Context: an optimization exercise on an open-source flow, tuned for small area. The choices shown serve that exercise and are no tape-out recipe.
Only simulation tests tie the RTL to the original design; equivalence was not proved.
Power and IR drop assume default switching activity.

==> flow/design.v <==
module bitshift_option_deriver (
    input  wire [7:0] od_in,
    output wire [7:0] opt0,
    output wire [7:0] opt1,
    output wire [7:0] opt2,
    output wire [7:0] opt3
);
    assign opt0 = od_in | {od_in[6:0], 1'b0};
    assign opt1 = od_in & {od_in[6:0], 1'b0};
    assign opt2 = od_in | {1'b0, od_in[7:1]};
    assign opt3 = od_in & {1'b0, od_in[7:1]};
endmodule
module compression_encoder_fsm (
    input  wire       clk,
    input  wire       rst,
    input  wire       in_valid,
    output wire       in_ready,
    input  wire       in_end,
    input  wire [7:0] in_data,
    output wire       out_valid,
    input  wire       out_ready,
    output wire [7:0] out_data,
    output wire       enc_done,
    output wire       enc_collision
);
    localparam S_RUN  = 2'd0;   
    localparam S_LITS = 2'd1;   
    localparam S_SENT = 2'd2;   
    localparam S_DONE = 2'd3;
    reg  [1:0] state;
    reg        mp;              
    reg        bl;              
    reg        d1, d2;          
    reg  [7:0] h0, h1, h2;
    reg  [6:0] acc;             
    reg  [2:0] lm;              
    reg        coll;
    wire [7:0] opt0, opt1, opt2, opt3;
    bitshift_option_deriver u_odr (
        .od_in(h2), .opt0(opt0), .opt1(opt1), .opt2(opt2), .opt3(opt3)
    );
    wire [7:0] b = in_end ? 8'h00 : in_data;
    reg  [1:0] op, sel;
    always @(*) begin
        sel = 2'd0;
        if (d2 && h2 == b)        op = 2'b11;                      
        else if (d1 && h1 == b)   op = 2'b10;                      
        else if (d2 && opt0 == b) begin op = 2'b01; sel = 2'd0; end
        else if (d2 && opt1 == b) begin op = 2'b01; sel = 2'd1; end
        else if (d2 && opt2 == b) begin op = 2'b01; sel = 2'd2; end
        else if (d2 && opt3 == b) begin op = 2'b01; sel = 2'd3; end
        else                      op = 2'b00;                      
    end
    wire is_lit   = (op == 2'b00);
    wire fin_slot = mp || (op != 2'b01);    
    wire [1:0] s  = mp ? sel : op;
    wire n3        = acc[6];                
    wire acc_empty = (acc == 7'd1) && !mp;
    wire [7:0] ctrl = {acc[5:0], s};
    wire in_run  = (state == S_RUN);
    wire in_lits = (state == S_LITS);
    wire fin_end = in_end && acc_empty;     
    wire step    = in_run && in_valid && !fin_end;
    wire lm_any     = |lm;
    wire lits_shift = in_lits && lm_any && (!lm[0] || out_ready);
    wire lits_fin   = in_lits && !lm_any && (!bl || out_ready);
    assign out_valid = !rst && ((step && n3) || (in_lits && (lm[0] || (!lm_any && bl))) ||
                                state == S_SENT);
    assign out_data  = in_run ? ctrl : in_lits ? (lm[0] ? h0 : b) : 8'h01;
    assign enc_done  = (state == S_DONE);
    assign enc_collision = coll;
    wire pass_done = (step && !n3 && fin_slot) || (lits_fin && !mp);
    assign in_ready = !rst && ((in_run && (in_end ? acc_empty : (!n3 && fin_slot))) ||
                               (lits_fin && !mp && !in_end));
    always @(posedge clk) begin
        if (pass_done || lits_shift) begin
            h0 <= h1;
            h1 <= h2;
        end
        if (pass_done)
            h2 <= b;
    end
    always @(posedge clk) begin
        if (rst) begin
            state <= S_RUN;
            mp    <= 1'b0;
            bl    <= 1'b0;
            d1    <= 1'b0;
            d2    <= 1'b0;
            acc   <= 7'd1;
            lm    <= 3'd0;
            coll  <= 1'b0;
        end else begin
            if (pass_done) begin
                d1 <= d2;
                d2 <= 1'b1;
            end
            if (pass_done || lits_shift)
                lm <= {is_lit && in_run, lm[2:1]};
            if (step && (!n3 || out_ready)) begin
                acc <= n3 ? 7'd1 : {acc[4:0], s};
                mp  <= !fin_slot;
            end
            case (state)
                S_RUN: begin
                    if (in_valid && fin_end)
                        state <= S_SENT;
                    else if (step && n3 && out_ready) begin
                        state <= S_LITS;
                        bl    <= is_lit;
                        if (ctrl == 8'h01) coll <= 1'b1;
                    end
                end
                S_LITS: begin
                    if (lits_fin) state <= S_RUN;
                end
                S_SENT: begin
                    if (out_ready) state <= S_DONE;
                end
                default: ;
            endcase
        end
    end
endmodule
module compression_decoder_fsm (
    input  wire       clk,
    input  wire       rst,
    input  wire       in_valid,
    output wire       in_ready,
    input  wire       in_eof,
    input  wire [7:0] in_data,
    output wire       out_valid,
    input  wire       out_ready,
    output wire [7:0] out_data,
    output wire       dec_done,
    output wire [2:0] dec_status
);
    localparam ST_NONE      = 3'd0;
    localparam ST_SENTINEL  = 3'd1;
    localparam ST_EOF_CTRL  = 3'd2;
    localparam ST_EOF_LIT   = 3'd3;
    localparam ST_EOF_SEL   = 3'd4;
    localparam ST_UNDEF_REF = 3'd5;
    localparam OP_LIT  = 2'b00;
    localparam OP_MODP = 2'b01;
    localparam OP_REP2 = 2'b10;
    localparam OP_REP1 = 2'b11;
    reg  [2:0] status;
    reg        mp;              
    reg        d0, d1;          
    reg  [7:0] p0, p1;
    reg  [8:0] slots;           
    wire [7:0] opt0, opt1, opt2, opt3;
    bitshift_option_deriver u_odr (
        .od_in(p1), .opt0(opt0), .opt1(opt1), .opt2(opt2), .opt3(opt3)
    );
    wire       run   = (status == ST_NONE);
    wire       empty = (slots[7:0] == 8'd0);
    wire [1:0] cur   = slots[8:7];
    reg [7:0] modp_val;
    always @(*) begin
        case (cur)
            2'd0:    modp_val = opt0;
            2'd1:    modp_val = opt1;
            2'd2:    modp_val = opt2;
            default: modp_val = opt3;
        endcase
    end
    reg       prod;
    reg [7:0] v;
    always @(*) begin
        if (mp) begin
            prod = d1; v = modp_val;
        end else begin
            case (cur)
                OP_REP1: begin prod = d1; v = p1; end
                OP_REP2: begin prod = d0; v = p0; end
                OP_LIT:  begin prod = in_valid && !in_eof; v = in_data; end
                default: begin prod = 1'b0; v = in_data; end
            endcase
        end
        if (empty) prod = 1'b0;
    end
    wire lit = !empty && !mp && cur == OP_LIT;
    assign out_valid  = !rst && run && prod;
    assign out_data   = v;
    assign in_ready   = !rst && run && (empty || (lit && (in_eof || out_ready)));
    assign dec_done   = !run;
    assign dec_status = status;
    wire take = in_valid && in_ready;
    wire put  = out_valid && out_ready;
    always @(posedge clk) begin
        if (put) begin
            p0 <= p1;
            p1 <= v;
        end
    end
    always @(posedge clk) begin
        if (rst) begin
            status <= ST_NONE;
            mp     <= 1'b0;
            d0     <= 1'b0;
            d1     <= 1'b0;
            slots  <= 9'h100;
        end else if (run) begin
            if (put) begin
                d0 <= d1;
                d1 <= 1'b1;
            end
            if (empty) begin
                if (take) begin
                    if (in_eof)                   status <= mp ? ST_EOF_SEL : ST_EOF_CTRL;
                    else if (in_data == 8'h01)    status <= ST_SENTINEL;
                    else                          slots  <= {in_data, 1'b1};
                end
            end else if (mp) begin
                if (!d1)      status <= ST_UNDEF_REF;
                else if (put) begin
                    slots <= {slots[6:0], 2'b00};
                    mp    <= 1'b0;
                end
            end else begin
                case (cur)
                    OP_LIT: begin
                        if (take && in_eof) status <= ST_EOF_LIT;
                        else if (put)       slots  <= {slots[6:0], 2'b00};
                    end
                    OP_MODP: begin
                        slots <= {slots[6:0], 2'b00};
                        mp    <= 1'b1;
                    end
                    OP_REP2: begin
                        if (!d0)      status <= ST_UNDEF_REF;
                        else if (put) slots  <= {slots[6:0], 2'b00};
                    end
                    default: begin
                        if (!d1)      status <= ST_UNDEF_REF;
                        else if (put) slots  <= {slots[6:0], 2'b00};
                    end
                endcase
            end
        end
    end
endmodule
module bitpack_codec (
    input  wire       clk,
    input  wire       rst,
    input  wire       enc_in_valid,
    output wire       enc_in_ready,
    input  wire       enc_in_end,
    input  wire [7:0] enc_in_data,
    output wire       enc_out_valid,
    input  wire       enc_out_ready,
    output wire [7:0] enc_out_data,
    output wire       enc_done,
    output wire       enc_collision,
    input  wire       dec_in_valid,
    output wire       dec_in_ready,
    input  wire       dec_in_eof,
    input  wire [7:0] dec_in_data,
    output wire       dec_out_valid,
    input  wire       dec_out_ready,
    output wire [7:0] dec_out_data,
    output wire       dec_done,
    output wire [2:0] dec_status
);
    compression_encoder_fsm u_enc (
        .clk(clk), .rst(rst),
        .in_valid(enc_in_valid), .in_ready(enc_in_ready),
        .in_end(enc_in_end), .in_data(enc_in_data),
        .out_valid(enc_out_valid), .out_ready(enc_out_ready),
        .out_data(enc_out_data),
        .enc_done(enc_done), .enc_collision(enc_collision)
    );
    compression_decoder_fsm u_dec (
        .clk(clk), .rst(rst),
        .in_valid(dec_in_valid), .in_ready(dec_in_ready),
        .in_eof(dec_in_eof), .in_data(dec_in_data),
        .out_valid(dec_out_valid), .out_ready(dec_out_ready),
        .out_data(dec_out_data),
        .dec_done(dec_done), .dec_status(dec_status)
    );
endmodule
==> flow/run.sh <==
#!/bin/bash
# synth_recipe.tcl (not shown) runs the flow's synth.tcl, then flattens the netlist and writes it again
# the make line also repeats each setting of config.mk as NAME=value (left out here)
make -C /OpenROAD-flow-scripts/flow DESIGN_CONFIG=/design/flow/config.mk WORK_HOME=/design/flow/orfs CLKGATE_MAP_FILE= SYNTH_SCRIPT=/design/flow/synth_recipe.tcl finish
==> flow/config.mk <==
export PLATFORM = sky130hd
export DESIGN_NAME = bitpack_codec
export DESIGN_NICKNAME = bitpack_codec
export VERILOG_FILES = /design/flow/design.v
export SDC_FILE = /design/flow/constraint.sdc
export NUM_CORES = 4
export LEC_CHECK = 0
export CAP_MARGIN = 20
export CORE_MARGIN = 2
export CORE_UTILIZATION = 40
export CTS_BUF_LIST = sky130_fd_sc_hd__clkbuf_8
export SLEW_MARGIN = 20
==> flow/constraint.sdc <==
create_clock -name core_clock -period 6.0 [get_ports {clk}]
set_input_delay 1.2000 -clock core_clock [delete_from_list [all_inputs] [get_ports {clk}]]
set_output_delay 1.2000 -clock core_clock [all_outputs]
set_load 0.01 [all_outputs]
==> flow_summary.toml, run 1 <==
[floorplanning]
start_util_pct = 41.2
io_pins = 50
coreArea_um2 = 11400
die_h_um = 112
dieArea_um2 = 12600
die_w_um = 112
rows = 39

[sta]
tns_ns = 0
period_share_pct = 95.1
hold_ws_ns = 0.487
rsz0062_at_grt = "no"
setup_viol_count_final = 0
max_slew_margin_pct = 32.5
finalHoldViolations = 0
fmax_ghz = 0.175
setup_ws_ns = 0.293
maxSlewViolCount = 0
finClkSkew_ns = 0.00648
post-route-min-period_ns = 5.71
worstMarginPinSlew_ns = 1.01

[place]
port-buffer-count = 49
placed_cell_area_um2 = 5250
placedCellCount = 708
post-place-ws_ns = 0.387
gp_congestion = 0.887
dp_hpwl_um = 8690

[clocking]
cts_resized = 0
cts_tree = "done"
cts-htree-levels = 3
cts_setup_buffers = 0
clk_latency_ns = 0.38
clk_pin_slew_ns = 0.08
clk_path_buf_depth = 2
holdBufCountCts = 0
clock-sinks = 72
numCtsBuffers = 9
cts-root-buf = "clkbuf_8"

[routing]
ant_nets = 0
wirelength_um = 12400
drt_first_pass_iters = 5
via_per_inst = 5.84
vias = 4231
drcViolationCount = 0
drt_iter0_drc = 393
wl_per_cell_um = 17.2

[power]
seq_power_share_pct = 37.2
p_sw_share_pct = 41.1
internal_power_mw = 1.37
total_power_mw = 2.33
vdd_drop_max_mv = 0.180
cellLeakagePower_nw = 1.99
power_density_nw_per_um2 = 426
switching_power_mw = 0.957
p_clk_share_pct = 18.9
p_comb_share_pct = 43.8

[synthesis]
syn_area_um2 = 4700
synth_commonest_cells = "nor2_1 (59), nand2_1 (52), edfxtp_1 (40)"
syn_nets = 574
synth_edf_count = 40
synth.distinct_cells = 77
async_reset_ff_share_pct = 0
yosys_warnings = 2
syn_inst = 546
netlist_top_cells_area = "edfxtp_1 (26%), dfxtp_1 (14%), nor2_1 (4.7%)"
synth_top_area_share_pct = 25.6
synth.avg_cell_area_um2 = 8.61
yosys.area.top_type = "edfxtp_1"
seq_area_frac_synth_pct = 39.2
ys_seq_elements = 72
synth.most_common_cell = "nor2_1"
synthFlopType = "edfxtp_1"

[critical_path]
cp-end-kind = "output pin"
rr_worst_depth = 8
critical_path_class = "primary input to output pin"
path_common_cell = "clkdlybuf4s50_1"
rrSetupSlack_ns = 2.96
regToRegEndpoint = "u_enc.h1[3]"
startpoint = "enc_in_data[5]"
cp-start-kind = "primary input"
slowest_delay_ns = 0.76
crit_chain = "clkdlybuf4s50_1 > nor2b_1 > xor2_1 > o2111ai_1 > or3_1 > nand4_1 > a21oi_1 > o22ai_1 > o22a_1 > clkdlybuf4s50_1"
crit_path_max_fanout = 12
critical_path.slowest_cell = "clkdlybuf4s50_1"
critPathRequiredTime_ns = 4.80
worstPathArrival_ns = 4.51
endpoint = "enc_out_data[0]"
worstReg2RegStart = "u_enc.h2[5]"

[global_routing]
grt_usage_pct = 19.6
met2_usage_pct = 28.6
grt_pass1_vias = 3901
grt.overflow.total = 0
met3_usage_pct = 3.62
top_usage_layer = "met2"
antenna_found_initial = 0
grt_pass1_wl_um = 20100
grt_max_degree = 32
met1_usage_pct = 28.4

[cells_and_area]
drive_gt1_share_pct = 5.85
final_nets = 604
area_growth_pct = 16.4
utilization_pct = 47.9
fin_cells = 724
n_antenna_cell = 0
fin_area_um2 = 5470

[worst_hold_path]
hold_path_class = "register to register"
hold_depth = 1

[run]
drv_cap = 0

[status]
status = "no timing/DRC/antenna violations"
[cells by family after synthesis]
kind of cell / Yosys count / share of synthesized area (%)
adders and majority gates: 11 / 2.56
muxes: 17 / 3.67
AOI/OAI and AO/OA: 156 / 22.7
DFF: 72 / 39.2
buffers and inverters: 68 / 6.10
xor gates and xnor gates: 17 / 3.17
and+or+nand+nor: 205 / 22.6
[power groups by stage]
stage | Combinational, mW | Clock (mW) | Sequential [mW]
final | 1.02 | 0.441 | 0.866
after global placement | 1.00 | 0 | 0.869
after global routing | 1.13 | 0.468 | 0.885
after floorplan | 0.786 | 0 | 0.763
after detailed placement | 1.01 | 0 | 0.870
after CTS | 1.02 | 0.449 | 0.861
[worst min-delay path by stage]
| stage | start | to |
|---|---|---|
| after floorplan | u_enc.h2[0] | u_enc.h1[0] |
| after global routing | u_enc.coll | u_enc.coll |
| final | u_enc.coll | u_enc.coll |
| after global placement | u_enc.coll | u_enc.coll |
| after CTS | u_enc.coll | u_enc.coll |
| after detailed placement | u_enc.coll | u_enc.coll |
[sequential cells by signal (all words and copies together) (netlist names), 7 cells and up]
register     cells
u_dec.p1         8
u_dec.p0         8
u_enc.h0         8
u_dec.slots      9
u_enc.h2         8
u_enc.h1         8
u_enc.acc        7
[critical path: cells and delay by family]
kind,cells,cell delay [ns]
XOR/XNOR,1,0.20
AND/OR/NAND/NOR,3,1.10
buffers and inverters,2,1.29
AO/OA/AOI/OAI,4,0.71
[placed cells by master (no fill, tap or decap), types with 3 or more instances in the layout]
| cell | n |
|---|---|
| buf_4 | 7 |
| and4_1 | 3 |
| a22oi_1 | 7 |
| o22ai_1 | 8 |
| nand4_1 | 3 |
| clkdlybuf4s50_1 | 49 |
| o22a_1 | 4 |
| xnor2_1 | 11 |
| nand2_1 | 52 |
| nor3_1 | 17 |
| a221oi_1 | 4 |
| a21o_1 | 7 |
| nand2b_1 | 9 |
| a31oi_1 | 7 |
| edfxtp_1 | 40 |
| ha_1 | 4 |
| dfxtp_1 | 32 |
| clkbuf_8 | 9 |
| o2111ai_1 | 3 |
| nor4_1 | 6 |
| o211ai_1 | 3 |
| nor2b_1 | 9 |
| xor2_1 | 6 |
| maj3_1 | 7 |
| a21oi_1 | 35 |
| a22o_1 | 3 |
| o21a_1 | 5 |
| o21ai_0 | 34 |
| nor3b_1 | 6 |
| nor4bb_1 | 9 |
| nand3_1 | 10 |
| inv_1 | 30 |
| a211oi_1 | 3 |
| a32o_1 | 3 |
| nor2_1 | 59 |
| mux2i_1 | 15 |
[layer usage]
layer | up-vias | part of all wire [%] | wire length [um]
met3 | 20 | 6.2 | 774
met1 | 2018 | 48 | 5990
li1 | 2066 | - | -
met2 | 127 | 43 | 5400
met4 | 0 | 2.2 | 270
met5 | - | 0 | 0
[final cells by class]
type                            instances  area (um2)
Multi-Input combinational cell        406        2570
Sequential cell                        72        1840
Inverter                               31         116
Fill cell                            1106        5950
Timing Repair Buffer                   56         543
Tap cell                              143         179
Clock inverter                          7        93.8
Clock buffer                            9         124
==> run 2, diff against run 1 <==
--- a/flow/config.mk
+++ b/flow/config.mk
@@ -9,4 +9,3 @@
 export CORE_MARGIN = 2
 export CORE_UTILIZATION = 40
-export CTS_BUF_LIST = sky130_fd_sc_hd__clkbuf_8
 export SLEW_MARGIN = 20
==> run 2 against run 1 <==
Against the previous run: sequential power hardly changed; register-to-register slack is essentially flat; critical path depth is the same; clock skew is 0.0033 ns lower; synthesized cell count unchanged; critical path type unchanged; non-clock buffer count unchanged; clock power up 33%; fmax up 0.20%; power is 6.3% higher.
==> flow_summary.toml, run 2 <==
[status]
status = "no timing/DRC/antenna violations"

[global_routing]
antenna_found_initial = 0
grt_pass1_wl_um = 20000
grt_pass1_vias = 3900
top_usage_layer = "met2"
met2_usage_pct = 28.6
met3_usage_pct = 4.27
grt_usage_pct = 19.5
met1_usage_pct = 28.3
grt_max_degree = 32
grt.overflow.total = 0

[power]
power_density_nw_per_um2 = 444
total_power_mw = 2.47
cellLeakagePower_nw = 2.04
vdd_drop_max_mv = 0.209

[synthesis]
yosys.area.top_type = "edfxtp_1"
yosys_warnings = 2
syn_nets = 574
seq_area_frac_synth_pct = 39.2
netlist_top_cells_area = "edfxtp_1 (26%), dfxtp_1 (14%), nor2_1 (4.7%)"
syn_area_um2 = 4700
synth.avg_cell_area_um2 = 8.61
synth_commonest_cells = "nor2_1 (59), nand2_1 (52), edfxtp_1 (40)"
synth.most_common_cell = "nor2_1"
synthFlopType = "edfxtp_1"
syn_inst = 546
ys_seq_elements = 72
synth_edf_count = 40
synth_top_area_share_pct = 25.6
synth.distinct_cells = 77
async_reset_ff_share_pct = 0

[cells_and_area]
largest_reg_flops = 9
fillCellCount = 1093
final_common_cell = "nor2_1"
drive_gt1_share_pct = 5.85
area_growth_pct = 18.5
ff_latch_area_um2 = 1840
top_register = "u_dec.slots"
multi_input_area_um2 = 2570
n_antenna_cell = 0
final_cell_mix = "nor2_1 (59), nand2_1 (52), clkdlybuf4s50_1 (49), edfxtp_1 (40), a21oi_1 (35)"
final_nets = 604

[critical_path]
crit_path_max_fanout = 12
cp-start-kind = "primary input"
critical_path_class = "primary input to output pin"
cp-end-kind = "output pin"
critPathRequiredTime_ns = 4.80
worstPathArrival_ns = 4.50

[floorplanning]
coreArea_um2 = 11400
die_w_um = 112
die_h_um = 112
io_pins = 50
dieArea_um2 = 12600
start_util_pct = 41.2
rows = 39

[worst_hold_path]
hold_path_class = "register to register"

[sta]
fmax_ghz = 0.176
rsz0062_at_grt = "no"
finClkSkew_ns = 0.00313
maxSlewViolCount = 0
tns_ns = 0
period_share_pct = 94.9
finalHoldViolations = 0
setup_ws_ns = 0.304
worstMarginPinSlew_ns = 0.953
setup_viol_count_final = 0
max_slew_margin_pct = 36.4
post-route-min-period_ns = 5.70

[routing]
via_per_inst = 5.83
drt_first_pass_iters = 5
wirelength_um = 12400
vias = 4221
drt_iter0_drc = 391
drcViolationCount = 0
ant_nets = 0
wl_per_cell_um = 17.1

[clocking]
holdBufCountCts = 0
numCtsBuffers = 9
cts_resized = 0
clk_pin_slew_ns = 0.06
clk_path_buf_depth = 2
cts_setup_buffers = 0
clk_latency_ns = 0.34
cts_tree = "done"
cts-htree-levels = 3
clock-sinks = 72
cts-root-buf = "clkbuf_16"

[run]
drv_cap = 0

[place]
gp_congestion = 0.887
dp_hpwl_um = 8690
post-place-ws_ns = 0.387
port-buffer-count = 49
==> run 2: cell counts after synthesis <==
No cell type changed its count.
==> run 2: path summary, 6_finish.rpt <==
check,start,to,slack [ns],depth (start not counted)
max reg2reg,u_enc.h2[5],u_enc.h1[4],2.96,8
min reg2reg,u_dec.p1[5],u_dec.p0[5],0.48,0
max,enc_in_data[5],enc_out_data[0],0.30,10
min,u_dec.p1[5],u_dec.p0[5],0.48,0
==> run 2: critical path, cell delays in order <==
cell and delay, ns:
clkdlybuf4s50_1 0.77, nor2b_1 0.48, xor2_1 0.20, o2111ai_1 0.18, or3_1 0.44, nand4_1 0.17
a21oi_1 0.09, o22ai_1 0.25, o22a_1 0.19, clkdlybuf4s50_1 0.53
==> run 2: per-layer routing <==
| metal | vias up | wire length [um] |
|---|---|---|
| met3 | 17 | 794 |
| li1 | 2071 | - |
| met5 | - | 0 |
| met2 | 143 | 5410 |
| met1 | 1990 | 5940 |
| met4 | 0 | 213 |
==> run 2: cells by family after synthesis <==
logic type	count (synthesis)	synth area share, %
AO/OA/AOI/OAI	156	22.7
adder cells (fa/ha/maj)	11	2.56
buffers and inverters	68	6.10
XOR/XNOR	17	3.17
AND/OR/NAND/NOR	205	22.6
flip-flops	72	39.2
multiplexers	17	3.67
==> run 2: final cells by class <==
cell class	count	area share (%)
clock inverter	7	1.68
tap	143	3.21
multi-input combinational	406	46.2
clock buffer	9	4.04
sequential	72	33.1
inverter	31	2.09
timing repair buffer	56	9.75
==> run 2: where the power goes <==
| part | switching, mW | total, mW | leakage (nW) | internal [mW] |
|---|---|---|---|---|
| logic | 0.572 | 1.02 | 1.25 | 0.450 |
| registers | 0.179 | 0.866 | 0.635 | 0.687 |
| clock network | 0.221 | 0.585 | 0.153 | 0.364 |
| total | 0.971 | 2.47 | 2.04 | 1.50 |
==> run 2: stage by stage <==
step | std cells | util [%] | hold WS, ns | instance area [um2]
final | 724 | 48.8 | 0.478 | 5570
after global placement | 708 | 46.0 | 0.454 | 5250
after floorplan | 546 | - | 0.424 | 4700
after global routing | 724 | 48.8 | 0.498 | 5570
after detailed placement | 708 | 46.0 | 0.468 | 5250
after CTS | 724 | 48.8 | 0.481 | 5570
==> run 3, diff against run 2 <==
==> flow/flow/run.sh (new file) <==
#!/bin/bash
# Standard layout, with smaller port buffers and a clock tree without dummy loads.
export BUFFER_PORTS_ARGS="-buffer_cell sky130_fd_sc_hd__buf_1"
export CTS_ARGS="-sink_clustering_enable -repair_clock_nets -dont_use_dummy_load -buf_list {sky130_fd_sc_hd__clkbuf_8 sky130_fd_sc_hd__clkbuf_4}"
bash standard.sh finish > standard.log 2>&1
==> flow/standard.sh (new file) <==
#!/bin/bash
# synth_recipe.tcl (not shown) runs the flow's synth.tcl, then flattens the netlist and writes it again
# the make line also repeats each setting of config.mk as NAME=value (left out here)
make -C /OpenROAD-flow-scripts/flow DESIGN_CONFIG=/design/flow/config.mk WORK_HOME=/design/flow/orfs CLKGATE_MAP_FILE= SYNTH_SCRIPT=/design/flow/synth_recipe.tcl "${@:-finish}"
removed: flow/run.sh
==> run 3 against run 2 <==
Against the previous run: flip-flop and latch count stayed put; global-route usage is 0.39 points higher; combinational power down 8%; register-to-register slack got worse by 0.07 ns; wire length fell by 0.78%; hold slack improved by 0.0082 ns; highest routed layer unchanged; critical path type unchanged; final area down 9.3%; clock-buffer cell count did not move; via count decreased by 0.47%; clock skew grew 0.023 ns; largest power group unchanged; sequential power is essentially flat; power fell by 15%.
==> flow_summary.toml, run 3 <==
[critical_path]
cp-start-kind = "primary input"
cp-end-kind = "output pin"
crit_path_max_fanout = 24
rr_worst_depth = 8
rrSetupSlack_ns = 2.89
critPathRequiredTime_ns = 4.80
worstPathArrival_ns = 4.14
critical_path_class = "primary input to output pin"

[clocking]
cts_tree = "done"
clk_latency_ns = 0.36
clk_path_buf_depth = 2
cts_setup_buffers = 0
clock-sinks = 72
cts-root-buf = "clkbuf_8"
clk_pin_slew_ns = 0.08
numCtsBuffers = 9
cts-htree-levels = 3
holdBufCountCts = 0
cts_resized = 0

[sta]
post-route-min-period_ns = 5.34
finalHoldViolations = 0
period_share_pct = 89.0
tns_ns = 0
worstMarginPinSlew_ns = 1.04
setup_ws_ns = 0.661
fmax_ghz = 0.187
finClkSkew_ns = 0.0257
setup_viol_count_final = 0
maxSlewViolCount = 0
hold_ws_ns = 0.486
max_slew_margin_pct = 30.4
rsz0062_at_grt = "no"

[synthesis]
netlist_top_cells_area = "edfxtp_1 (26%), dfxtp_1 (14%), nor2_1 (4.7%)"
seq_area_frac_synth_pct = 39.2
async_reset_ff_share_pct = 0
syn_nets = 574
synth.avg_cell_area_um2 = 8.61
synth_commonest_cells = "nor2_1 (59), nand2_1 (52), edfxtp_1 (40)"
synth_top_area_share_pct = 25.6
ys_seq_elements = 72
syn_area_um2 = 4700
synth.distinct_cells = 77
synth.most_common_cell = "nor2_1"
syn_inst = 546
synth_edf_count = 40
yosys_warnings = 2
yosys.area.top_type = "edfxtp_1"
synthFlopType = "edfxtp_1"

[routing]
via_per_inst = 5.88
wirelength_um = 12300
drcViolationCount = 0
drt_iter0_drc = 377
drt_first_pass_iters = 5
wl_per_cell_um = 17.2
vias = 4201
ant_nets = 0

[floorplanning]
dieArea_um2 = 12600
start_util_pct = 41.2
coreArea_um2 = 11400
io_pins = 50
rows = 39
die_w_um = 112
die_h_um = 112

[global_routing]
antenna_found_initial = 0
grt.overflow.total = 0
grt_pass1_vias = 3861
grt_pass1_wl_um = 20200
grt_max_degree = 30
grt_usage_pct = 19.9

[cells_and_area]
top_register = "u_dec.slots"
area_growth_pct = 7.53
drive_gt1_share_pct = 4.55
final_nets = 602
final_cell_mix = "nor2_1 (59), nand2_1 (52), buf_1 (49), edfxtp_1 (40), a21oi_1 (35)"
fin_area_um2 = 5050
n_antenna_cell = 0
final_common_cell = "nor2_1"
largest_reg_flops = 9

[power]
vdd_drop_max_mv = 0.169
cellLeakagePower_nw = 1.81
total_power_mw = 2.10
power_density_nw_per_um2 = 416

[status]
status = "no timing/DRC/antenna violations"

[place]
port-buffer-count = 49
gp_congestion = 0.924
post-place-ws_ns = 0.741
dp_hpwl_um = 8580
placed_cell_area_um2 = 4930

[run]
drv_cap = 0

[worst_hold_path]
hold_depth = 0
hold_path_class = "register to register"
run 3: cell counts after synthesis:
Identical to the previous run, type by type.
run 3: final cells by class:
cell class | count | area, um2
inverters | 31 | 116
well taps | 143 | 179
repair buffers | 54 | 221
fillers | 1176 | 6360
clock buffers | 9 | 124
flip-flops and latches | 72 | 1840
multi-input cells | 406 | 2570
run 3: power breakdown:
| part | leakage [nW] | switching (mW) | total (mW) | internal [mW] |
|---|---|---|---|---|
| Sequential | 0.635 | 0.180 | 0.867 | 0.687 |
| Clock | 0.0647 | 0.170 | 0.304 | 0.134 |
| Combinational | 1.11 | 0.568 | 0.934 | 0.366 |
| Total | 1.81 | 0.918 | 2.10 | 1.19 |
run 3: kinds of logic (layout without fill, tap and decap cells):
group / Yosys count / in the layout / share of synthesized area (%)
compound gates: 156 / 156 / 22.7
xor+xnor: 17 / 17 / 3.17
fa+ha+maj: 11 / 11 / 2.56
buf+inv: 68 / 94 / 6.10
flops: 72 / 72 / 39.2
mux: 17 / 17 / 3.67
simple gates: 205 / 205 / 22.6
run 3: final timing paths:
check | start | end
hold reg to reg | u_dec.p1[5] | u_dec.p0[5]
setup / recovery | enc_in_end | enc_in_ready
hold / removal | u_dec.p1[5] | u_dec.p0[5]
setup reg to reg | u_enc.h2[2] | u_enc.h0[6]
run 3: metal layers:
| metal | global-route usage [%] | routed length [um] |
|---|---|---|
| met5 | 0 | 0 |
| met4 | 7.48 | 233 |
| met3 | 2.59 | 591 |
| met2 | 29.7 | 5390 |
| met1 | 29.3 | 6050 |
run 3: stage by stage:
stage | utilization (%) | cells
6_report | 44.3 | 715
5_1_grt | 44.3 | 715
4_1_cts | 44.3 | 715
3_5_place_dp | 43.2 | 706
3_3_place_gp | 43.2 | 706
2_1_floorplan | - | 546
run 3: critical path: stages:
cell and delay [ns]:
buf_1 0.75, nand2b_1 0.32, xor2_1 0.26, nand3_1 0.12
nor3_1 0.57, nor2_1 0.17, nand3_1 0.14, nand3_1 0.08
a221oi_1 0.32, buf_1 0.19
==> run 4, diff against run 3 <==
==> flow/flow/run.sh (replaced) <==
#!/bin/bash
# Own layout flow: the standard synthesis, then the combinational logic
# between the (unchanged) registers is re-mapped by ABC for area; the rest is
# the standard ORFS flow with buf_1 port buffers and a clock tree built
# without dummy loads. Each tool's output goes to a log in this folder.
set -euo pipefail
HERE=$(pwd)
LIB=$FLOW_HOME/platforms/sky130hd/lib/sky130_fd_sc_hd__tt_025C_1v80.lib
YOSYS=$FLOW_HOME/../tools/install/yosys/bin/yosys
R=$HERE/orfs/results/sky130hd/bitpack_codec/base

export BUFFER_PORTS_ARGS="-buffer_cell sky130_fd_sc_hd__buf_1"
export CTS_ARGS="-sink_clustering_enable -repair_clock_nets -dont_use_dummy_load -buf_list {sky130_fd_sc_hd__clkbuf_8 sky130_fd_sc_hd__clkbuf_4}"

bash standard.sh synth > synth.log 2>&1

cp $R/1_2_yosys.v $HERE/std_synth.v
DU=""
for c in $(grep -o 'sky130_fd_sc_hd__\(lpflow\|probe\)[a-z0-9_]*' $FLOW_HOME/platforms/sky130hd/config.mk | sort -u); do
  DU="$DU -dont_use $c"
done
SEQ=$(grep -o '^ *sky130_fd_sc_hd__[a-z0-9_]*' std_synth.v | sort -u | grep -E '__(dfxtp|edfxtp|dfrtp|dfstp|dfbbp|dfxbp|dfrbp|dfsbp|sdf|sedf|dlx|dlr)' | tr '\n' ' ')
cat > remap.ys <<EOS
read_liberty -ignore_miss_func $LIB
read_verilog $HERE/std_synth.v
hierarchy -top $FLOW_TOP
setattr -mod -set keep_hierarchy 1 $SEQ
flatten
opt_clean -purge
abc -liberty $LIB $DU -script $HERE/flow/area.abc
opt_clean -purge
hierarchy -top $FLOW_TOP
blackbox $SEQ
rename -hide w:_*_.*
opt_clean -purge
rename -enumerate
stat -liberty $LIB
write_verilog -noattr -nohex -nodec $HERE/remap_synth.v
EOS
$YOSYS -s remap.ys > remap.log 2>&1
cp $HERE/remap_synth.v $R/1_2_yosys.v

bash standard.sh finish > finish.log 2>&1
==> flow/flow/area.abc (new file) <==
strash
dch -f
map -a
mfs2
strash
dch -f
map -a
topo
==> run 4 against run 3 <==
Against the previous run: still clean on timing, DRC and antenna; hold slack worse by 0.024 ns; global-route usage is 2.7 points higher; final cell count shrank 4.1%; clock skew is 0.0036 ns lower; flip-flop and latch count did not move; non-clock buffer count down 2; critical path type unchanged; largest cell class is now sequential cells; highest routed layer unchanged.
==> flow_summary.toml, run 4 <==
[status]
status = "no timing/DRC/antenna violations"

[power]
power_density_nw_per_um2 = 351
vdd_drop_max_mv = 0.114
cellLeakagePower_nw = 1.42
p_sw_share_pct = 41.0
switching_power_mw = 0.639
p_comb_share_pct = 37.9
p_clk_share_pct = 18.9
total_power_mw = 1.56
seq_power_share_pct = 43.2
internal_power_mw = 0.918

[sta]
max_slew_margin_pct = 44.7
post-route-min-period_ns = 5.50
finalHoldViolations = 0
period_share_pct = 91.7
setup_viol_count_final = 0
fmax_ghz = 0.182
finClkSkew_ns = 0.0221
worstMarginPinSlew_ns = 0.830
tns_ns = 0
maxSlewViolCount = 0
rsz0062_at_grt = "no"

[critical_path]
path_common_cell = "nor2_1"
worstReg2RegStart = "u_enc.h2[1]"
worstPathArrival_ns = 4.30
slowest_delay_ns = 0.46
crit_path_max_fanout = 15
critPathRequiredTime_ns = 4.80
cp-start-kind = "primary input"
crit_chain = "buf_1 > nor2_1 > clkinv_1 > nor2_1 > clkinv_1 > o311ai_0 > nand3_1 > o31ai_1 > nor2_1 > nor3_1 > clkinv_1 > a21oi_1 > nor2_1 > a21oi_1 > nor2_1 > buf_1"
startpoint = "enc_in_end"
critical_path_class = "primary input to output pin"
critical_path.slowest_cell = "nor2_1"
cp-end-kind = "output pin"

[cells_and_area]
drive_gt1_share_pct = 2.35
fin_area_um2 = 4440
largest_reg_flops = 9
final_common_cell = "nor2_1"
final_cell_mix = "nor2_1 (85), clkinv_1 (75), buf_1 (49), nand2_1 (43), edfxtp_1 (40)"
fin_cells = 686
n_antenna_cell = 0
final_nets = 579
area_growth_pct = 12.6
top_register = "u_dec.slots"

[routing]
vias = 3979
via_per_inst = 5.80
drt_first_pass_iters = 5
ant_nets = 0
wl_per_cell_um = 16.6
drcViolationCount = 0
wirelength_um = 11400
drt_iter0_drc = 252

[worst_hold_path]
min_from = "u_enc.h1[7]"
hold_path_class = "register to register"

[floorplanning]
start_util_pct = 40.7
rows = 36
die_w_um = 103
coreArea_um2 = 9680
dieArea_um2 = 10700
die_h_um = 103
io_pins = 50

[global_routing]
grt_max_degree = 21
grt_usage_pct = 22.6
grt_pass1_vias = 3575
grt.overflow.total = 0
antenna_found_initial = 0
grt_pass1_wl_um = 18300

[clocking]
cts-root-buf = "clkbuf_8"
cts_resized = 0
cts-htree-levels = 3
clock-sinks = 72
clk_latency_ns = 0.36
clk_pin_slew_ns = 0.06
holdBufCountCts = 0
cts_tree = "done"
cts_setup_buffers = 0
clk_path_buf_depth = 2
numCtsBuffers = 9

[place]
port-buffer-count = 49
placed_cell_area_um2 = 4310
gp_congestion = 0.983
placedCellCount = 677
dp_hpwl_um = 8570

[synthesis]
synth.avg_cell_area_um2 = 8.01
syn_area_um2 = 3940
syn_inst = 492
yosys_warnings = 2
syn_nets = 516

[run]
drv_cap = 0
==> run 4: metal layers <==
layer	wire length (um)	GRT usage (%)	part of all wire, %	vias up
li1	-	-	-	1936
met1	5740	34.5	50	1878
met2	4800	31.8	42	138
met3	599	3.83	5.2	27
met4	272	8.60	2.4	0
met5	0	0	0	-
==> run 4: cell type report <==
class | count | area, um2
fill | 999 | 5250
sequential | 72 | 1840
multi-input combinational | 345 | 1820
inverter | 75 | 282
timing repair buffer | 52 | 206
tap | 133 | 166
clock buffer | 9 | 124
==> run 4: through the flow <==
step / worst slack (ns) / util, % / hold WS (ns)
6_report: 0.501 / 45.8 / 0.462
2_1_floorplan: 1.49 / - / 0.435
3_5_place_dp: 0.602 / 44.5 / 0.447
4_1_cts: 0.633 / 45.8 / 0.471
3_3_place_gp: 0.710 / 44.5 / 0.446
5_1_grt: 0.241 / 45.8 / 0.493
==> run 4: final timing paths <==
kind	endpoint	slack, ns	depth (start not counted)
max	enc_in_ready	0.50	16
min	u_enc.h0[7]	0.46	0
max reg2reg	u_enc.h1[4]	1.97	15
min reg2reg	u_enc.h0[7]	0.46	0
==> run 4: power by group through the flow <==
stage / logic (mW) / clock network (mW) / registers [mW]
final: 0.590 / 0.295 / 0.673
after global routing: 0.666 / 0.323 / 0.685
after CTS: 0.584 / 0.303 / 0.673
after detailed placement: 0.582 / 0 / 0.683
after global placement: 0.585 / 0 / 0.683
after floorplan: 0.414 / 0 / 0.662
==> run 4: worst max-delay path, delay by kind of cell <==
family	cells	cell delay, ns
buf+inv	5	1.04
compound gates	4	0.77
simple gates	7	1.28
==> run 5, diff against run 4 <==
==> flow/flow/run.sh (replaced) <==
#!/bin/bash
# Own layout flow: the standard synthesis, then the combinational logic
# between the (unchanged) registers is re-synthesised by ABC for area
# (&deepsyn with several seeds, the smallest mapped netlist kept); the rest
# is the standard ORFS flow with buf_1 port buffers and a clock tree built
# without dummy loads. Each tool's output goes to a log in this folder.
set -euo pipefail
HERE=$(pwd)
LIB=$FLOW_HOME/platforms/sky130hd/lib/sky130_fd_sc_hd__tt_025C_1v80.lib
YOSYS=$FLOW_HOME/../tools/install/yosys/bin/yosys
R=$HERE/orfs/results/sky130hd/bitpack_codec/base
CTS_SIZE=${CTS_SIZE:-80}
CTS_DIAM=${CTS_DIAM:-500}

export BUFFER_PORTS_ARGS="-buffer_cell sky130_fd_sc_hd__buf_1"
export CTS_ARGS="-sink_clustering_enable -repair_clock_nets -dont_use_dummy_load -sink_clustering_size $CTS_SIZE -sink_clustering_max_diameter $CTS_DIAM -buf_list {sky130_fd_sc_hd__clkbuf_8 sky130_fd_sc_hd__clkbuf_16}"

bash standard.sh synth > synth.log 2>&1

cp $R/1_2_yosys.v $HERE/std_synth.v
DU=""
for c in $(grep -o 'sky130_fd_sc_hd__\(lpflow\|probe\)[a-z0-9_]*' $FLOW_HOME/platforms/sky130hd/config.mk | sort -u); do
  DU="$DU -dont_use $c"
done
SEQ=$(grep -o '^ *sky130_fd_sc_hd__[a-z0-9_]*' std_synth.v | sort -u | grep -E '__(dfxtp|edfxtp|dfrtp|dfstp|dfbbp|dfxbp|dfrbp|dfsbp|sdf|sedf|dlx|dlr)' | tr '\n' ' ')
NSEQ=$(grep -cE '^ *sky130_fd_sc_hd__(dfxtp|edfxtp|dfrtp|dfstp|dfbbp|dfxbp|dfrbp|dfsbp|sdf|sedf|dlx|dlr)' std_synth.v)

remap() {  # remap TAG ABC_SCRIPT_LINES
  local t=$1; shift
  printf '%s\n' "$@" > abc_$t.script
  cat > remap_$t.ys <<EOS
read_liberty -ignore_miss_func $LIB
read_verilog $HERE/std_synth.v
hierarchy -top $FLOW_TOP
setattr -mod -set keep_hierarchy 1 $SEQ
flatten
opt_clean -purge
abc -liberty $LIB $DU -script $HERE/abc_$t.script
opt_clean -purge
hierarchy -top $FLOW_TOP
blackbox $SEQ
rename -hide w:_*_.*
opt_clean -purge
rename -enumerate
tee -o $HERE/area_$t.txt stat -liberty $LIB
write_verilog -noattr -nohex -nodec $HERE/remap_$t.v
EOS
  timeout 900 $YOSYS -s remap_$t.ys > remap_$t.log 2>&1 || true
}

remap base strash 'dch -f' 'map -a' mfs2 strash 'dch -f' 'map -a' topo &
for s in 0 1 2; do
  remap s$s strash '&get -n' "&deepsyn -J 50 -T 400 -S $s" '&put' 'dch -f' 'map -a' topo &
done
wait
for s in 3 4 5 6; do
  remap s$s strash '&get -n' "&deepsyn -J 50 -T 400 -S $s" '&put' 'dch -f' 'map -a' topo &
done
wait

# Keep the smallest netlist that has every register and some logic.
best=""; besta=""
for t in base s0 s1 s2 s3 s4 s5 s6; do
  [[ -f remap_$t.v && -f area_$t.txt ]] || continue
  a=$(grep -E 'Chip area for (top )?module' area_$t.txt | tail -1 | awk '{print $NF}')
  s=$(grep -E 'of which used for sequential' area_$t.txt | tail -1 | awk '{print $(NF-1)}')
  n=$(grep -cE '^ *sky130_fd_sc_hd__(dfxtp|edfxtp|dfrtp|dfstp|dfbbp|dfxbp|dfrbp|dfsbp|sdf|sedf|dlx|dlr)' remap_$t.v || true)
  echo "$t area=$a seq=$s flops=$n" >> choice.log
  [[ "$n" == "$NSEQ" ]] || continue
  awk -v a="$a" -v s="$s" 'BEGIN{exit !(a - s > 0.25 * s)}' || continue
  if [[ -z "$best" ]] || awk -v a="$a" -v b="$besta" 'BEGIN{exit !(a < b)}'; then best=$t; besta=$a; fi
done
echo "chosen: ${best:-standard}" >> choice.log
if [[ -n "$best" ]]; then cp remap_$best.v $R/1_2_yosys.v; fi

bash standard.sh finish > finish.log 2>&1
removed: flow/flow/area.abc
==> run 5 against run 4 <==
Against the previous run: still clean on timing, DRC and antenna; clock power down 1%; via count shrank 9.5%; fmax rose by 4.6%; combinational power decreased by 29%; wire length down 5.7%; largest cell class unchanged; largest power group unchanged.
==> flow_summary.toml, run 5 <==
[sta]
setup_ws_ns = 0.741
setup_viol_count_final = 0
rsz0062_at_grt = "no"
tns_ns = 0
worstMarginPinSlew_ns = 0.822
max_slew_margin_pct = 44.8
finalHoldViolations = 0
post-route-min-period_ns = 5.26
maxSlewViolCount = 0
hold_ws_ns = 0.465
fmax_ghz = 0.190
finClkSkew_ns = 0.0182
period_share_pct = 87.7

[synthesis]
syn_nets = 463
yosys_warnings = 2
syn_area_um2 = 3650
synth.avg_cell_area_um2 = 8.32
syn_inst = 439

[global_routing]
grt_pass1_wl_um = 17400
grt_pass1_vias = 3346
antenna_found_initial = 0
grt_max_degree = 18
grt_usage_pct = 22.3
grt.overflow.total = 0

[clocking]
cts-root-buf = "clkbuf_8"
clock-sinks = 72
cts_resized = 0
cts_setup_buffers = 0
holdBufCountCts = 0
clk_path_buf_depth = 2
cts_tree = "done"
clk_latency_ns = 0.34
clk_pin_slew_ns = 0.06
cts-htree-levels = 3
numCtsBuffers = 9

[worst_hold_path]
hold_depth = 0
hold_path_class = "register to register"
whs_endpoint = "u_enc.h0[0]"
min_from = "u_enc.h1[0]"

[critical_path]
critPathRequiredTime_ns = 4.80
worstPathArrival_ns = 4.06
critical_path.slowest_cell = "buf_1"
rr_worst_depth = 17
path_common_cell = "nor2_1"
crit_path_max_fanout = 15
path_delay_family = "simple AND/OR/NAND/NOR gates"
cp-start-kind = "primary input"
slowest_delay_ns = 0.53
regToRegEndpoint = "u_enc.lm[1]"
cp-end-kind = "output pin"
path_buf_inv = 3
rrSetupSlack_ns = 2.21
critical_path_class = "primary input to output pin"
crit_chain = "buf_1 > clkinv_1 > nand2_1 > xor2_1 > a211oi_1 > o2111ai_1 > nand4_1 > nand2_1 > nor2_1 > nor2_1 > a21oi_1 > nor2_1 > nor2_1 > nor2_1 > buf_1"
worstReg2RegStart = "u_enc.h2[2]"

[place]
port-buffer-count = 49
placed_cell_area_um2 = 4010
post-place-ws_ns = 0.818
dp_hpwl_um = 8270
placedCellCount = 601
gp_congestion = 0.952

[routing]
wl_per_cell_um = 17.6
ant_nets = 0
drt_iter0_drc = 295
vias = 3601
drt_first_pass_iters = 5
via_per_inst = 5.90
drcViolationCount = 0
wirelength_um = 10800

[cells_and_area]
fin_cells = 610
final_cell_mix = "clkinv_1 (69), nor2_1 (61), nand2_1 (56), buf_1 (49), edfxtp_1 (40)"
area_growth_pct = 13.2
largest_reg_flops = 9
multi_input_area_um2 = 1550
top_register = "u_dec.slots"
fillCellCount = 905
final_nets = 528
utilization_pct = 46.9
ff_latch_area_um2 = 1840
drive_gt1_share_pct = 3.19
final_common_cell = "clkinv_1"
n_antenna_cell = 0
fin_area_um2 = 4130

[floorplanning]
start_util_pct = 41.5
die_w_um = 99.5
io_pins = 50
dieArea_um2 = 9910
rows = 34
die_h_um = 99.5
coreArea_um2 = 8810

[power]
power_density_nw_per_um2 = 332
cellLeakagePower_nw = 1.36
vdd_drop_max_mv = 0.140
total_power_mw = 1.37

[status]
status = "no timing/DRC/antenna violations"

[run]
drv_cap = 0
## run 5: worst max path at each step
stage / startpoint / end / slack [ns] / cells past startpoint
2_1_floorplan: enc_in_data[1] / u_enc.h0[0] / 2.03 / 16
3_3_place_gp: enc_in_end / enc_in_ready / 0.85 / 15
3_5_place_dp: enc_in_end / enc_in_ready / 0.82 / 15
4_1_cts: enc_in_end / enc_in_ready / 0.80 / 15
5_1_grt: enc_in_end / enc_in_ready / 0.45 / 15
6_report: enc_in_end / enc_in_ready / 0.74 / 15
## run 5: final cells by class
class | instances | share of cell area, %
tap | 108 | 3.27
sequential | 72 | 44.6
clock buffer | 9 | 3.00
inverter | 69 | 6.27
multi-input combinational | 298 | 37.5
timing repair buffer | 54 | 5.36
## run 5: report_power, final
part / switching (mW) / leakage [nW] / internal [mW]
Clock: 0.157 / 0.0647 / 0.134
Combinational: 0.290 / 0.659 / 0.125
Sequential: 0.0572 / 0.634 / 0.606
Total: 0.504 / 1.36 / 0.866
## run 5: per-layer routing
metal | vias up | global-route usage [%] | part of all wire [%]
li1 | 1720 | - | -
met1 | 1698 | 32.7 | 47
met2 | 162 | 32.4 | 44
met3 | 21 | 5.13 | 7.5
met4 | 0 | 7.38 | 1.5
met5 | - | 0 | 0
==> run 6, diff against run 5 <==
--- a/flow/flow/run.sh
+++ b/flow/flow/run.sh
@@ -10,6 +10,6 @@
 YOSYS=$FLOW_HOME/../tools/install/yosys/bin/yosys
 R=$HERE/orfs/results/sky130hd/bitpack_codec/base
-CTS_SIZE=${CTS_SIZE:-80}
-CTS_DIAM=${CTS_DIAM:-500}
+CTS_SIZE=${CTS_SIZE:-36}
+CTS_DIAM=${CTS_DIAM:-100}
 
 export BUFFER_PORTS_ARGS="-buffer_cell sky130_fd_sc_hd__buf_1"
==> run 6 against run 5 <==
Against the previous run: final area is the same; final cell count unchanged; sequential share of layout area did not move; synthesized cell count unchanged; critical path depth unchanged; still clean; hold slack unchanged; power did not move; first-iteration DRC count unchanged.
==> flow_summary.toml, run 6 <==
[global_routing]
antenna_found_initial = 0
grt_pass1_vias = 3346
grt.overflow.total = 0
grt_max_degree = 18
grt_pass1_wl_um = 17400
grt_usage_pct = 22.3

[cells_and_area]
utilization_pct = 46.9
fin_area_um2 = 4130
final_common_cell = "clkinv_1"
fillCellCount = 905
top_register = "u_dec.slots"
largest_reg_flops = 9
area_growth_pct = 13.2
drive_gt1_share_pct = 3.19
n_antenna_cell = 0
multi_input_area_um2 = 1550
final_nets = 528
final_cell_mix = "clkinv_1 (69), nor2_1 (61), nand2_1 (56), buf_1 (49), edfxtp_1 (40)"
ff_latch_area_um2 = 1840

[power]
cellLeakagePower_nw = 1.36
total_power_mw = 1.37
vdd_drop_max_mv = 0.140
power_density_nw_per_um2 = 332

[critical_path]
crit_path_max_fanout = 15
cp-start-kind = "primary input"
regToRegEndpoint = "u_enc.lm[1]"
worstReg2RegStart = "u_enc.h2[2]"
crit_chain = "buf_1 > clkinv_1 > nand2_1 > xor2_1 > a211oi_1 > o2111ai_1 > nand4_1 > nand2_1 > nor2_1 > nor2_1 > a21oi_1 > nor2_1 > nor2_1 > nor2_1 > buf_1"
critical_path_class = "primary input to output pin"
critPathRequiredTime_ns = 4.80
rr_worst_depth = 17
critical_path.slowest_cell = "buf_1"
path_common_cell = "nor2_1"
path_delay_family = "simple AND/OR/NAND/NOR gates"
worstPathArrival_ns = 4.06
slowest_delay_ns = 0.53
rrSetupSlack_ns = 2.21
path_buf_inv = 3
cp-end-kind = "output pin"

[sta]
post-route-min-period_ns = 5.26
setup_viol_count_final = 0
rsz0062_at_grt = "no"
maxSlewViolCount = 0
finalHoldViolations = 0
period_share_pct = 87.7
setup_ws_ns = 0.741
finClkSkew_ns = 0.0182
max_slew_margin_pct = 44.8
tns_ns = 0
worstMarginPinSlew_ns = 0.822
fmax_ghz = 0.190

[routing]
drt_iter0_drc = 295
drt_first_pass_iters = 5
vias = 3601
wl_per_cell_um = 17.6
wirelength_um = 10800
ant_nets = 0
drcViolationCount = 0
via_per_inst = 5.90

[clocking]
clock-sinks = 72
cts_setup_buffers = 0
cts_tree = "done"
holdBufCountCts = 0
numCtsBuffers = 9
clk_pin_slew_ns = 0.06
clk_latency_ns = 0.34
cts-htree-levels = 3
cts_resized = 0
cts-root-buf = "clkbuf_8"
clk_path_buf_depth = 2

[synthesis]
syn_inst = 439
syn_area_um2 = 3650
syn_nets = 463
yosys_warnings = 2
synth.avg_cell_area_um2 = 8.32

[run]
drv_cap = 0

[worst_hold_path]
hold_depth = 0
whs_endpoint = "u_enc.h0[0]"
hold_path_class = "register to register"
min_from = "u_enc.h1[0]"

[place]
placed_cell_area_um2 = 4010
post-place-ws_ns = 0.818
dp_hpwl_um = 8270
gp_congestion = 0.952
port-buffer-count = 49

[floorplanning]
rows = 34
coreArea_um2 = 8810
start_util_pct = 41.5
die_h_um = 99.5
dieArea_um2 = 9910
io_pins = 50
die_w_um = 99.5

[status]
status = "no timing/DRC/antenna violations"
run 6: cell counts in the layout (fill, tap and decap cells not counted):
No cell type changed its count.
run 6: worst register-to-register path: cells and delay by family (launching register included):
kind / cells / cell delay [ns]
xor gates and xnor gates: 1 / 0.35
DFF: 1 / 0.53
AOI/OAI and AO/OA: 5 / 1.07
buffers and inverters: 2 / 0.31
and+or+nand+nor: 9 / 1.44
run 6: stage by stage:
step           hold WS [ns]  instances
2_1_floorplan         0.429        439
3_3_place_gp          0.444        601
3_5_place_dp          0.451        601
4_1_cts               0.465        610
5_1_grt               0.474        610
6_report              0.465        610
run 6: power breakdown:
group | leakage [nW] | switching, mW | internal [mW]
Sequential | 0.634 | 0.0572 | 0.606
Clock | 0.0647 | 0.157 | 0.134
Combinational | 0.659 | 0.290 | 0.125
Total | 1.36 | 0.504 | 0.866
run 6: per-layer routing:
layer  track usage (%)  part of all wire [%]  vias up
met2              32.4                    44      162
li1                  -                     -     1720
met1              32.7                    47     1698
met5                 0                     0        -
met4              7.38                   1.5        0
met3              5.13                   7.5       21
run 6: area by class of cell:
type                            count  area share (%)
Sequential cell                    72            44.6
Multi-Input combinational cell    298            37.5
Inverter                           69            6.27
Timing Repair Buffer               54            5.36
Tap cell                          108            3.27
Clock buffer                        9            3.00
run 6: worst max path at each step:
stage / startpoint / to / slack (ns) / depth (start not counted)
floorplan: enc_in_data[1] / u_enc.h0[0] / 2.03 / 16
global route: enc_in_end / enc_in_ready / 0.45 / 15
CTS: enc_in_end / enc_in_ready / 0.80 / 15
global placement: enc_in_end / enc_in_ready / 0.85 / 15
finish: enc_in_end / enc_in_ready / 0.74 / 15
detailed placement: enc_in_end / enc_in_ready / 0.82 / 15
==> run 7, diff against run 6 <==
--- a/flow/design.v
+++ b/flow/design.v
@@ -28,7 +28,11 @@
     localparam S_SENT = 2'd2;   
     localparam S_DONE = 2'd3;
+    localparam K_REP1 = 3'b000;
+    localparam K_REP2 = 3'b001;
+    localparam K_MODP = 3'b100;   
+    localparam K_LIT  = 3'b010;
     reg  [1:0] state;
+    reg  [2:0] k;               
     reg        mp;              
-    reg        bl;              
     reg        d1, d2;          
     reg  [7:0] h0, h1, h2;
@@ -41,18 +45,23 @@
     );
     wire [7:0] b = in_end ? 8'h00 : in_data;
-    reg  [1:0] op, sel;
+    wire [7:0] nb_lo = {h2[6:0], 1'b0};
+    wire [7:0] nb_hi = {1'b0, h2[7:1]};
+    wire [7:0] nb    = k[2] ? (k[1] ? nb_hi : nb_lo) : h2;
+    wire [7:0] cx    = k[0] ? (h2 & nb) : (h2 | nb);
+    wire [7:0] cand  = (k == K_REP2) ? h1 : cx;
+    wire found = (k == K_LIT) || ((b == cand) && ((k == K_REP2) ? d1 : d2));
+    reg [2:0] k_next;
     always @(*) begin
-        sel = 2'd0;
-        if (d2 && h2 == b)        op = 2'b11;                      
-        else if (d1 && h1 == b)   op = 2'b10;                      
-        else if (d2 && opt0 == b) begin op = 2'b01; sel = 2'd0; end
-        else if (d2 && opt1 == b) begin op = 2'b01; sel = 2'd1; end
-        else if (d2 && opt2 == b) begin op = 2'b01; sel = 2'd2; end
-        else if (d2 && opt3 == b) begin op = 2'b01; sel = 2'd3; end
-        else                      op = 2'b00;                      
-    end
-    wire is_lit   = (op == 2'b00);
-    wire fin_slot = mp || (op != 2'b01);    
-    wire [1:0] s  = mp ? sel : op;
+        case (k)
+            K_REP1:  k_next = K_REP2;
+            K_REP2:  k_next = K_MODP;
+            3'b111:  k_next = K_LIT;
+            default: k_next = {k[2], k[1:0] + 2'd1};
+        endcase
+    end
+    wire [1:0] op       = k[2] ? 2'b01 : {~k[1], ~k[1] & ~k[0]};
+    wire       is_lit   = (k == K_LIT);
+    wire       fin_slot = mp || !k[2];          
+    wire [1:0] s        = mp ? k[1:0] : op;
     wire n3        = acc[6];                
     wire acc_empty = (acc == 7'd1) && !mp;
@@ -61,9 +70,9 @@
     wire in_lits = (state == S_LITS);
     wire fin_end = in_end && acc_empty;     
-    wire step    = in_run && in_valid && !fin_end;
+    wire step    = in_run && in_valid && !fin_end && found;
     wire lm_any     = |lm;
     wire lits_shift = in_lits && lm_any && (!lm[0] || out_ready);
-    wire lits_fin   = in_lits && !lm_any && (!bl || out_ready);
-    assign out_valid = !rst && ((step && n3) || (in_lits && (lm[0] || (!lm_any && bl))) ||
+    wire lits_fin   = in_lits && !lm_any && (!is_lit || out_ready);
+    assign out_valid = !rst && ((step && n3) || (in_lits && (lm[0] || (!lm_any && is_lit))) ||
                                 state == S_SENT);
     assign out_data  = in_run ? ctrl : in_lits ? (lm[0] ? h0 : b) : 8'h01;
@@ -71,5 +80,5 @@
     assign enc_collision = coll;
     wire pass_done = (step && !n3 && fin_slot) || (lits_fin && !mp);
-    assign in_ready = !rst && ((in_run && (in_end ? acc_empty : (!n3 && fin_slot))) ||
+    assign in_ready = !rst && ((in_run && (in_end ? acc_empty : (found && !n3 && fin_slot))) ||
                                (lits_fin && !mp && !in_end));
     always @(posedge clk) begin
@@ -84,6 +93,6 @@
         if (rst) begin
             state <= S_RUN;
+            k     <= K_REP1;
             mp    <= 1'b0;
-            bl    <= 1'b0;
             d1    <= 1'b0;
             d2    <= 1'b0;
@@ -95,5 +104,7 @@
                 d1 <= d2;
                 d2 <= 1'b1;
-            end
+                k  <= K_REP1;
+            end else if (in_run && in_valid && !fin_end && !found)
+                k  <= k_next;
             if (pass_done || lits_shift)
                 lm <= {is_lit && in_run, lm[2:1]};
@@ -108,5 +119,4 @@
                     else if (step && n3 && out_ready) begin
                         state <= S_LITS;
-                        bl    <= is_lit;
                         if (ctrl == 8'h01) coll <= 1'b1;
                     end
--- a/flow/flow/run.sh
+++ b/flow/flow/run.sh
@@ -10,9 +10,7 @@
 YOSYS=$FLOW_HOME/../tools/install/yosys/bin/yosys
 R=$HERE/orfs/results/sky130hd/bitpack_codec/base
-CTS_SIZE=${CTS_SIZE:-36}
-CTS_DIAM=${CTS_DIAM:-100}
 
 export BUFFER_PORTS_ARGS="-buffer_cell sky130_fd_sc_hd__buf_1"
-export CTS_ARGS="-sink_clustering_enable -repair_clock_nets -dont_use_dummy_load -sink_clustering_size $CTS_SIZE -sink_clustering_max_diameter $CTS_DIAM -buf_list {sky130_fd_sc_hd__clkbuf_8 sky130_fd_sc_hd__clkbuf_16}"
+export CTS_ARGS="-sink_clustering_enable -repair_clock_nets -dont_use_dummy_load -buf_list {sky130_fd_sc_hd__clkbuf_8}"
 
 bash standard.sh synth > synth.log 2>&1
==> run 7 against run 6 <==
Against the previous run: still clean on timing, DRC and antenna; first-iteration DRC count is 53% lower; hold slack worse by 0.017 ns; sequential power is 8.4% lower; final cell count is 7.7% lower; core utilization is 1.1 points lower; die area is 4.3% lower; via count is 13% lower; combinational power is 27% lower; critical path type is now register to output pin; largest cell class unchanged.
==> flow_summary.toml, run 7 <==
[status]
status = "no timing/DRC/antenna violations"

[critical_path]
critical_path_class = "register to output pin"
regToRegEndpoint = "u_enc.h0[1]"
rr_worst_depth = 13
crit_path_max_fanout = 10
worstPathArrival_ns = 3.44
cp-start-kind = "register"
rrSetupSlack_ns = 2.05
worstReg2RegStart = "u_enc.k[0]"
cp-end-kind = "output pin"
critPathRequiredTime_ns = 4.80

[worst_hold_path]
hold_path_class = "register to register"
hold_depth = 0
min_from = "u_enc.h1[3]"
whs_endpoint = "u_enc.h0[3]"

[cells_and_area]
final_cell_mix = "clkinv_1 (65), nor2_1 (53), buf_1 (49), nand2_1 (48), edfxtp_1 (40)"
area_growth_pct = 12.9
final_nets = 481
largest_reg_flops = 9
top_register = "u_dec.slots"
fin_cells = 563
utilization_pct = 45.8
final_common_cell = "clkinv_1"
fin_area_um2 = 3940
drive_gt1_share_pct = 2.42
n_antenna_cell = 0

[global_routing]
grt.overflow.total = 0
grt_usage_pct = 19.3
antenna_found_initial = 0
grt_pass1_wl_um = 14700
grt_max_degree = 18
grt_pass1_vias = 3037

[sta]
post-route-min-period_ns = 4.64
setup_viol_count_final = 0
period_share_pct = 77.3
fmax_ghz = 0.216
maxSlewViolCount = 0
finalHoldViolations = 0
worstMarginPinSlew_ns = 0.627
rsz0062_at_grt = "no"
finClkSkew_ns = 0.0250
max_slew_margin_pct = 57.9
tns_ns = 0

[floorplanning]
die_w_um = 97.4
start_util_pct = 40.6
io_pins = 50
coreArea_um2 = 8590
die_h_um = 97.4
dieArea_um2 = 9480
rows = 34

[place]
placedCellCount = 554
dp_hpwl_um = 6640
port-buffer-count = 49
placed_cell_area_um2 = 3810
gp_congestion = 0.962

[power]
p_sw_share_pct = 33.1
cellLeakagePower_nw = 1.32
p_comb_share_pct = 25.0
seq_power_share_pct = 50.3
internal_power_mw = 0.807
power_density_nw_per_um2 = 306
switching_power_mw = 0.399
p_clk_share_pct = 24.7
vdd_drop_max_mv = 0.130

[clocking]
clock-sinks = 74
cts_setup_buffers = 0
cts-root-buf = "clkbuf_8"
clk_pin_slew_ns = 0.09
cts_resized = 0
clk_path_buf_depth = 2
numCtsBuffers = 9
clk_latency_ns = 0.35
cts_tree = "done"
holdBufCountCts = 0
cts-htree-levels = 3

[synthesis]
syn_nets = 420
syn_inst = 396
syn_area_um2 = 3490
synth.avg_cell_area_um2 = 8.80
yosys_warnings = 2

[routing]
drt_first_pass_iters = 4
wirelength_um = 8890
vias = 3139
wl_per_cell_um = 15.8
via_per_inst = 5.58
drcViolationCount = 0
ant_nets = 0
drt_iter0_drc = 140

[run]
drv_cap = 0
## run 7: worst max-delay path by stage
stage / start / to / slack, ns / cells past startpoint
6_report: u_enc.k[0] / enc_out_valid / 1.36 / 12
5_1_grt: u_enc.k[0] / enc_out_valid / 0.91 / 12
4_1_cts: enc_in_end / enc_out_valid / 1.40 / 11
3_3_place_gp: enc_in_end / enc_out_valid / 1.54 / 11
3_5_place_dp: enc_in_end / enc_out_valid / 1.41 / 11
2_1_floorplan: enc_in_data[3] / enc_out_valid / 2.15 / 9
## run 7: power by group through the flow
stage | logic (mW) | registers [mW] | clock network (mW)
global placement | 0.299 | 0.618 | 0
detailed placement | 0.299 | 0.617 | 0
CTS | 0.301 | 0.606 | 0.306
global route | 0.343 | 0.611 | 0.326
finish | 0.302 | 0.607 | 0.297
floorplan | 0.209 | 0.612 | 0
## run 7: layer usage
layer	GRT usage [%]	share of wire, %	vias to the layer above
li1	-	-	1550
met1	26.3	45	1452
met2	31.1	47	128
met3	3.02	6.7	9
met4	7.37	1.3	0
met5	0	0	-
## run 7: layout make-up
| cell class | count | area, um2 |
|---|---|---|
| fill | 848 | 4660 |
| sequential | 74 | 1880 |
| tap | 108 | 135 |
| clock buffer | 9 | 124 |
| multi-input combinational | 257 | 1360 |
| inverter | 65 | 244 |
| timing repair buffer | 50 | 191 |
## run 7: through the flow
| stage | hold slack (ns) | setup slack (ns) | power (mW) |
|---|---|---|---|
| after global routing | 0.476 | 0.913 | 1.28 |
| after floorplan | 0.427 | 2.15 | 0.820 |
| after CTS | 0.451 | 1.40 | 1.21 |
| final | 0.448 | 1.36 | 1.21 |
| after detailed placement | 0.448 | 1.41 | 0.916 |
| after global placement | 0.447 | 1.54 | 0.916 |
## run 7: critical path: stages (launching register included)
cell and delay (ns):
dfxtp_1 0.42, clkinv_1 0.26, nor2_1 0.31, clkinv_1 0.20, a22oi_1 0.22, a21oi_1 0.10, a211o_2 0.31, nor4_1 0.24
nand4_1 0.23, a21boi_0 0.40, nand3_1 0.15, o21ai_0 0.11, buf_1 0.17

[port drivers added, routing unchanged]
How much do the figures lean on ideal ports? The routed layouts below were timed once more, with nothing changed but the port constraints.
Step 1, drivers: a clkbuf_16 drives clk and a buf_2 each remaining input, both assumed.
Step 2 also shifts input and output timing later by t, the mid clock arrival at the registers, as if the neighbouring blocks saw the same clock.
a / b / c = ideal ports / drivers / drivers and shift; a / b = the first two.
run | t, ns | setup WS [ns] | worst register clock-pin slew, ns | worst slew at a driven data input, ns | cell pins on the clock port's net
run 1 | 0.411 | 0.293 / 0.270 / 0.270 | 0.08 / 0.08 | 0.03 | 1
run 2 | 0.378 | 0.304 / 0.281 / 0.281 | 0.06 / 0.06 | 0.03 | 1
run 3 | 0.377 | 0.661 / 0.632 / 0.632 | 0.08 / 0.08 | 0.04 | 1
run 4 | 0.379 | 0.501 / 0.482 / 0.472 | 0.08 / 0.08 | 0.03 | 1
run 5 | 0.366 | 0.741 / 0.716 / 0.716 | 0.08 / 0.08 | 0.03 | 1
run 6 | 0.366 | 0.741 / 0.716 / 0.716 | 0.08 / 0.08 | 0.03 | 1
run 7 | 0.368 | 1.360 / 1.329 / 1.362 | 0.09 / 0.09 | 0.03 | 1
After both steps every run listed still meets setup and hold.
